This is an optimization exercise on Yosys and OpenROAD, whose aim is small area, not a production implementation.
Function was checked by simulation only, so behaviour that the tests miss may differ from the original.
Power and IR drop assume default switching activity.

==> flow/design.v <==
module pico_i2c_slave (
    input  wire       clk,
    input  wire       rst,
    input  wire       scl_i,
    input  wire       sda_i,
    output wire       sda_o,
    output reg        rx_ovf,
    output reg        tx_ovf,
    output reg  [1:0] diag_code
);
    localparam [1:0] BE_IDLE = 2'd0,
                     BE_ADDR = 2'd1,
                     BE_RX   = 2'd2,
                     BE_TX   = 2'd3;
    reg [1:0] be;
    reg [3:0] bitcnt;
    reg       rx_eq;
    reg [2:0] rx_lo;
    reg       rw;
    reg       scl_q, sda_q;
    reg       sda_out;
    reg [3:0] head;       
    reg       valid;      
    reg [1:0] mode;       
    reg [7:0] seq;        
    wire scl = scl_i;
    wire sda = sda_i & sda_out;
    wire lc_start = scl_q & scl &  sda_q & ~sda;
    wire lc_stop  = scl_q & scl & ~sda_q &  sda;
    wire lc_rise  = ~scl_q & scl & (sda_q == sda);
    wire lc_fall  = scl_q & ~scl & (sda_q == sda);
    wire bc_le7 = ~bitcnt[3];
    wire bc_8   = bitcnt[3] & ~bitcnt[0];
    wire bc_9   = bitcnt[3] &  bitcnt[0];
    wire bc_0   = bitcnt == 4'd0;
    wire bc_4   = ~bitcnt[3] & bitcnt[2] & ~bitcnt[1] & ~bitcnt[0];
    wire bc_le4 = ~bitcnt[3] & (~bitcnt[2] | (~bitcnt[1] & ~bitcnt[0]));
    wire bc_1to7 = ~bitcnt[3] & (bitcnt[2:0] != 3'd0);
    wire addr_hit = rx_eq & (rx_lo[2:1] == 2'b00);
    wire [1:0] rx_class = !rx_eq            ? 2'd1 :
                          (rx_lo == 3'b011) ? 2'd2 :
                          (rx_lo == 3'b100) ? 2'd3 :
                          (rx_lo == 3'b101) ? 2'd0 : 2'd1;
    wire [2:0] tx_pos = ~(bitcnt[2:0] & {3{~bitcnt[3]}});
    reg [7:0] cbyte;
    always @* begin
        case ({mode, head})
            {2'd0, 4'd0}: cbyte = 8'h41;
            {2'd0, 4'd1}: cbyte = 8'h42;
            {2'd0, 4'd2}: cbyte = 8'h43;
            {2'd0, 4'd3}: cbyte = 8'h44;
            {2'd0, 4'd4}: cbyte = 8'h31;
            {2'd0, 4'd5}: cbyte = 8'h32;
            {2'd0, 4'd6}: cbyte = 8'h33;
            {2'd0, 4'd7}: cbyte = 8'h34;
            {2'd0, 4'd8}: cbyte = 8'h35;
            {2'd0, 4'd9}: cbyte = 8'h36;
            {2'd0, 4'd10}: cbyte = 8'h37;
            {2'd0, 4'd11}: cbyte = 8'h38;
            {2'd0, 4'd12}: cbyte = 8'h05;
            {2'd0, 4'd14}: cbyte = 8'h26;
            {2'd1, 4'd0}: cbyte = 8'hFF;
            {2'd1, 4'd1}: cbyte = 8'hFF;
            {2'd1, 4'd2}: cbyte = 8'h00;
            {2'd1, 4'd3}: cbyte = 8'h00;
            {2'd1, 4'd4}: cbyte = 8'h00;
            {2'd1, 4'd5}: cbyte = 8'h00;
            {2'd1, 4'd6}: cbyte = 8'h00;
            {2'd1, 4'd7}: cbyte = 8'h00;
            {2'd1, 4'd8}: cbyte = 8'h00;
            {2'd1, 4'd9}: cbyte = 8'h00;
            {2'd1, 4'd10}: cbyte = 8'h00;
            {2'd1, 4'd11}: cbyte = 8'h00;
            {2'd1, 4'd12}: cbyte = 8'h01;
            {2'd1, 4'd14}: cbyte = 8'h0C;
            {2'd2, 4'd0}: cbyte = 8'h48;
            {2'd2, 4'd1}: cbyte = 8'h61;
            {2'd2, 4'd2}: cbyte = 8'h6E;
            {2'd2, 4'd3}: cbyte = 8'h64;
            {2'd2, 4'd4}: cbyte = 8'h72;
            {2'd2, 4'd5}: cbyte = 8'h61;
            {2'd2, 4'd6}: cbyte = 8'h64;
            {2'd2, 4'd7}: cbyte = 8'h20;
            {2'd2, 4'd8}: cbyte = 8'h30;
            {2'd2, 4'd9}: cbyte = 8'h30;
            {2'd2, 4'd10}: cbyte = 8'h30;
            {2'd2, 4'd11}: cbyte = 8'h31;
            {2'd2, 4'd12}: cbyte = 8'h03;
            {2'd2, 4'd14}: cbyte = 8'h49;
            {2'd3, 4'd0}: cbyte = 8'h3B;
            {2'd3, 4'd1}: cbyte = 8'h59;
            {2'd3, 4'd2}: cbyte = 8'hE8;
            {2'd3, 4'd3}: cbyte = 8'h2A;
            {2'd3, 4'd4}: cbyte = 8'hE9;
            {2'd3, 4'd5}: cbyte = 8'hB1;
            {2'd3, 4'd6}: cbyte = 8'hBE;
            {2'd3, 4'd7}: cbyte = 8'hD8;
            {2'd3, 4'd8}: cbyte = 8'h00;
            {2'd3, 4'd9}: cbyte = 8'h00;
            {2'd3, 4'd10}: cbyte = 8'h00;
            {2'd3, 4'd11}: cbyte = 8'h00;
            {2'd3, 4'd12}: cbyte = 8'h04;
            {2'd3, 4'd14}: cbyte = 8'h8F;
            default: cbyte = 8'h00;
        endcase
    end
    wire [6:0] cx = cbyte[6:0] ^ seq[6:0];
    wire [7:0] ones;
    assign ones[0] = 1'b1;
    genvar gi;
    generate for (gi = 1; gi < 8; gi = gi + 1) begin : g_ones
        assign ones[gi] = ones[gi-1] & cx[gi-1];
    end endgenerate
    wire cbit = cbyte[tx_pos];
    wire seqb = seq[tx_pos];
    wire tx_bit = (head == 4'd15) ? 1'b1 :
                  !valid          ? 1'b0 :
                  cbit ^ (seqb & (head == 4'd13 | head == 4'd14)) ^ (ones[tx_pos] & (head == 4'd14));
    wire ev_rx = lc_fall & (be == BE_RX) & bc_8;
    wire fetch = lc_fall & bc_9 &
                 ((be == BE_ADDR & rw) | (be == BE_TX & ~rx_lo[0]));
    wire keep = (be == BE_ADDR) | (be == BE_TX) |
                (be == BE_RX & (head == 4'd0 | head == 4'd9));
    assign sda_o = sda_out;
    always @(posedge clk) begin
        if (rst) begin
            be      <= BE_IDLE;
            rw      <= 1'b0;
            scl_q   <= 1'b1;
            sda_q   <= 1'b1;
            sda_out <= 1'b1;
        end else begin
            scl_q <= scl;
            sda_q <= sda;
            if (lc_start || lc_stop) begin
                be      <= lc_start ? BE_ADDR : BE_IDLE;
                sda_out <= 1'b1;
            end else if (lc_rise) begin
                if (be != BE_IDLE && !bc_9) begin
                    if (keep) begin
                        if (bc_le4) begin
                        end else if (!bc_8 || be == BE_TX)
                            rx_lo <= {rx_lo[1:0], sda};
                    end
                end
            end else if (lc_fall) begin
                case (be)
                    BE_ADDR: begin
                        if (bc_8) begin
                            if (addr_hit) begin
                                rw      <= rx_lo[0];
                                sda_out <= 1'b0;
                            end else begin
                                be <= BE_IDLE;
                            end
                        end else if (bc_9) begin
                            if (!rw) begin
                                be      <= BE_RX;
                                sda_out <= 1'b1;
                            end else begin
                                be      <= BE_TX;
                                sda_out <= tx_bit;
                            end
                        end
                    end
                    BE_RX: begin
                        if (bc_8) begin
                            sda_out <= 1'b0;
                        end else if (bc_9) begin
                            sda_out <= 1'b1;
                        end
                    end
                    BE_TX: begin
                        if (bc_1to7) begin
                            sda_out <= tx_bit;
                        end else if (bc_8) begin
                            sda_out <= 1'b1;
                        end else if (bc_9) begin
                            if (!rx_lo[0]) begin
                                sda_out <= tx_bit;
                            end else begin
                                be      <= BE_IDLE;
                                sda_out <= 1'b1;
                            end
                        end
                    end
                    default: ;
                endcase
            end
        end
    end
    always @(posedge clk) begin
        if (rst) begin
            valid     <= 1'b0;
            rx_ovf    <= 1'b0;
            tx_ovf    <= 1'b0;
            diag_code <= 2'd0;
        end else begin
            diag_code <= 2'd0;
            if (ev_rx) begin
                if (head == 4'd9) begin
                    rx_ovf    <= 1'b1;
                    diag_code <= 2'd1;
                end else if (head == 4'd8) begin
                    valid <= 1'b1;
                    mode  <= rx_class;
                end
            end else if (fetch & (head == 4'd15)) begin
                tx_ovf    <= 1'b1;
                diag_code <= 2'd2;
            end
        end
    end
    wire       bc_clr = lc_start | lc_stop | (lc_fall & bc_9);
    wire       bc_inc = lc_rise & ~bc_9;
    wire       hd_clr = lc_start | lc_stop | (ev_rx & head == 4'd9);
    wire       hd_inc = ev_rx | (lc_rise & (be == BE_TX) & bc_8);
    wire       build  = ev_rx & (head == 4'd8);
    wire       sq_clr = build & ~valid;
    wire       eq_upd = lc_rise & (be != BE_IDLE) & ~bc_9 & keep & bc_le4;
    wire       eq_bit = sda == (be == BE_ADDR & bc_4);
    always @(posedge clk) begin
        rx_eq  <= (rx_eq & ~(eq_upd & ~eq_bit)) | (eq_upd & bc_0 & eq_bit);
        bitcnt <= bc_clr ? 4'd0 : bitcnt + {3'd0, bc_inc};
        head   <= hd_clr ? 4'd0 : head + {3'd0, hd_inc};
        seq    <= sq_clr ? 8'd0 : seq + {7'd0, build};
    end
endmodule
Settings: LEC_CHECK=0, CAP_MARGIN=20, CORE_MARGIN=2, CORE_UTILIZATION=40, SLEW_MARGIN=20; clock period 10.0 ns.
standard.sh (not shown) runs the stock make flow with config.mk's settings and CLKGATE_MAP_FILE= SYNTH_SCRIPT=/design/flow/synth_recipe.tcl, a recipe that flattens the netlist after the stock synthesis.
==> flow/flow/run.sh <==
#!/bin/bash
# Layout flow: the standard synthesis, then the combinational logic of
# the synthesized netlist is re-mapped by ABC with a stronger area script
# (flip-flops keep their instances, names and cell types), then the rest of
# the standard layout from floorplan to finish, with the smallest buffer
# (buf_1) as the port buffer that every input and output port gets, and a
# clock tree of clkbuf_4 buffers without dummy loads.
# Each tool's full output goes to a log file in this folder.
set -euo pipefail
HERE=$(pwd)
RES=$HERE/orfs/results/${FLOW_PLATFORM:-sky130hd}/pico_i2c_slave/base
YOSYS=$FLOW_HOME/../tools/install/yosys/bin/yosys
[ -x "$YOSYS" ] || YOSYS=yosys

bash standard.sh synth > standard_synth.log 2>&1

cp $RES/1_2_yosys.v $HERE/synth_standard.v
export LIB=$FLOW_HOME/platforms/sky130hd/lib/sky130_fd_sc_hd__tt_025C_1v80.lib
export IN_V=$HERE/synth_standard.v
export TOP=${FLOW_TOP:-pico_i2c_slave}
export DONT_USE="$(sed -n '/^export DONT_USE_CELLS/,/^#/p' $FLOW_HOME/platforms/sky130hd/config.mk | grep -o 'sky130_fd_sc_hd__[a-z0-9_]*' | tr '\n' ' ')"
export KEEP_CELLS="$(grep -o 'sky130_fd_sc_hd__[a-z0-9_]*' $IN_V | sort -u | grep -E '__(df|edf|sdf|dl|conb|tap|fill|decap|diode)' | tr '\n' ' ')"
# Several ABC scripts (an iterated rewrite script, and deep synthesis with
# four fixed seeds), run in parallel; the smallest result is used.
VARIANTS="a b0 b1 b2 b3"
for v in $VARIANTS; do
  ( export ABC_SCRIPT=$HERE/flow/reopt_$v.abc OUT_V=$HERE/synth_reopt_$v
    $YOSYS -c $HERE/flow/reopt.tcl > reopt_yosys_$v.log 2>&1
    python3 $HERE/flow/pick_top.py $OUT_V.all $OUT_V.v $TOP > pick_top_$v.log 2>&1 ) &
done
wait
best=""; best_area=""
for v in $VARIANTS; do
  [ -s $HERE/synth_reopt_$v.v ] || { echo "script $v: failed" >> reopt_choice.log; continue; }
  area=$(grep "Chip area for top module" $HERE/synth_reopt_$v.stat | awk '{print $NF}')
  [ -n "$area" ] || continue
  echo "script $v: area $area" >> reopt_choice.log
  if [ -z "$best" ] || awk "BEGIN{exit !($area < $best_area)}"; then best=$v; best_area=$area; fi
done
echo "using script $best" >> reopt_choice.log
cp $HERE/synth_reopt_$best.v $HERE/synth_reopt.v

# Hand the re-mapped netlist to the rest of the standard flow.
cp $HERE/synth_reopt.v $RES/1_2_yosys.v
touch $RES/1_2_yosys.v
export BUFFER_PORTS_ARGS="-buffer_cell sky130_fd_sc_hd__buf_1"
export CTS_ARGS="-sink_clustering_enable -repair_clock_nets -buf_list sky130_fd_sc_hd__clkbuf_4 -dont_use_dummy_load"
bash standard.sh finish > standard_finish.log 2>&1
Other scripts of this flow, unchanged in this note and not shown: flow/flow/pick_top.py, flow/flow/reopt.tcl, flow/flow/reopt_a.abc, flow/flow/reopt_b0.abc, flow/flow/reopt_b1.abc, flow/flow/reopt_b2.abc, flow/flow/reopt_b3.abc
==> next run, changes <==
--- a/flow/config.mk
+++ b/flow/config.mk
@@ -9,3 +9,3 @@
 export CORE_MARGIN = 2
-export CORE_UTILIZATION = 40
+export CORE_UTILIZATION = 75
 export SLEW_MARGIN = 20
What happened: The changed run finished clean. Via count rises by 4.3%. Worst hold slack improved by 16 ps. Worst setup slack is worse by 45 ps. Wire length is higher by about 2%. Area after synthesis does not change. Global-route usage went up by 17 points. Sequential power stays flat. Final area falls by 1.4%.
==> next run, changes <==
--- a/flow/config.mk
+++ b/flow/config.mk
@@ -9,3 +9,3 @@
 export CORE_MARGIN = 2
-export CORE_UTILIZATION = 75
+export CORE_UTILIZATION = 60
 export SLEW_MARGIN = 20
Worst setup slack stays flat.
Hold slack loses 12 ps.
Combinational power drops by about 4%.
Die area climbs by 23%.

## what the ideal ports hide
No port has a modelled driver above. Below, the same layouts with a new extraction and two added sets of constraints. Step 1 (the two cells are an assumption about what drives the block):
set clk [get_ports {clk}]
set_driving_cell -lib_cell sky130_fd_sc_hd__clkbuf_16 $clk
set_driving_cell -lib_cell sky130_fd_sc_hd__buf_2 [delete_from_list [all_inputs] $clk]
Step 2 times the ports against the registers' clock, not the clock port: input delays grow and output delays shrink by t, the midpoint of the rising clock arrivals with the driver on. Three values: ideal ports, drivers, drivers and shift; two values: the first two.
| run | shift t [ns] | setup slack, ns | hold slack, ns | worst setup path at the end | latest minus earliest clock arrival (ns) |
|---|---|---|---|---|---|
| the first run | 0.343 | 5.306 / 5.307 / 4.964 | 0.454 / 0.454 / 0.454 | input to register | 0.033 / 0.033 |
| the second run | 0.352 | 5.261 / 5.264 / 4.912 | 0.469 / 0.469 / 0.469 | input to register | 0.032 / 0.031 |
| the third run | 0.351 | 5.259 / 5.260 / 4.909 | 0.457 / 0.457 / 0.457 | input to register | 0.017 / 0.017 |
After both steps setup and hold are still met in every run listed. The setup slack of the third run, which loses most, moves by +0.001 ns with the drivers and by -0.350 ns with both steps.
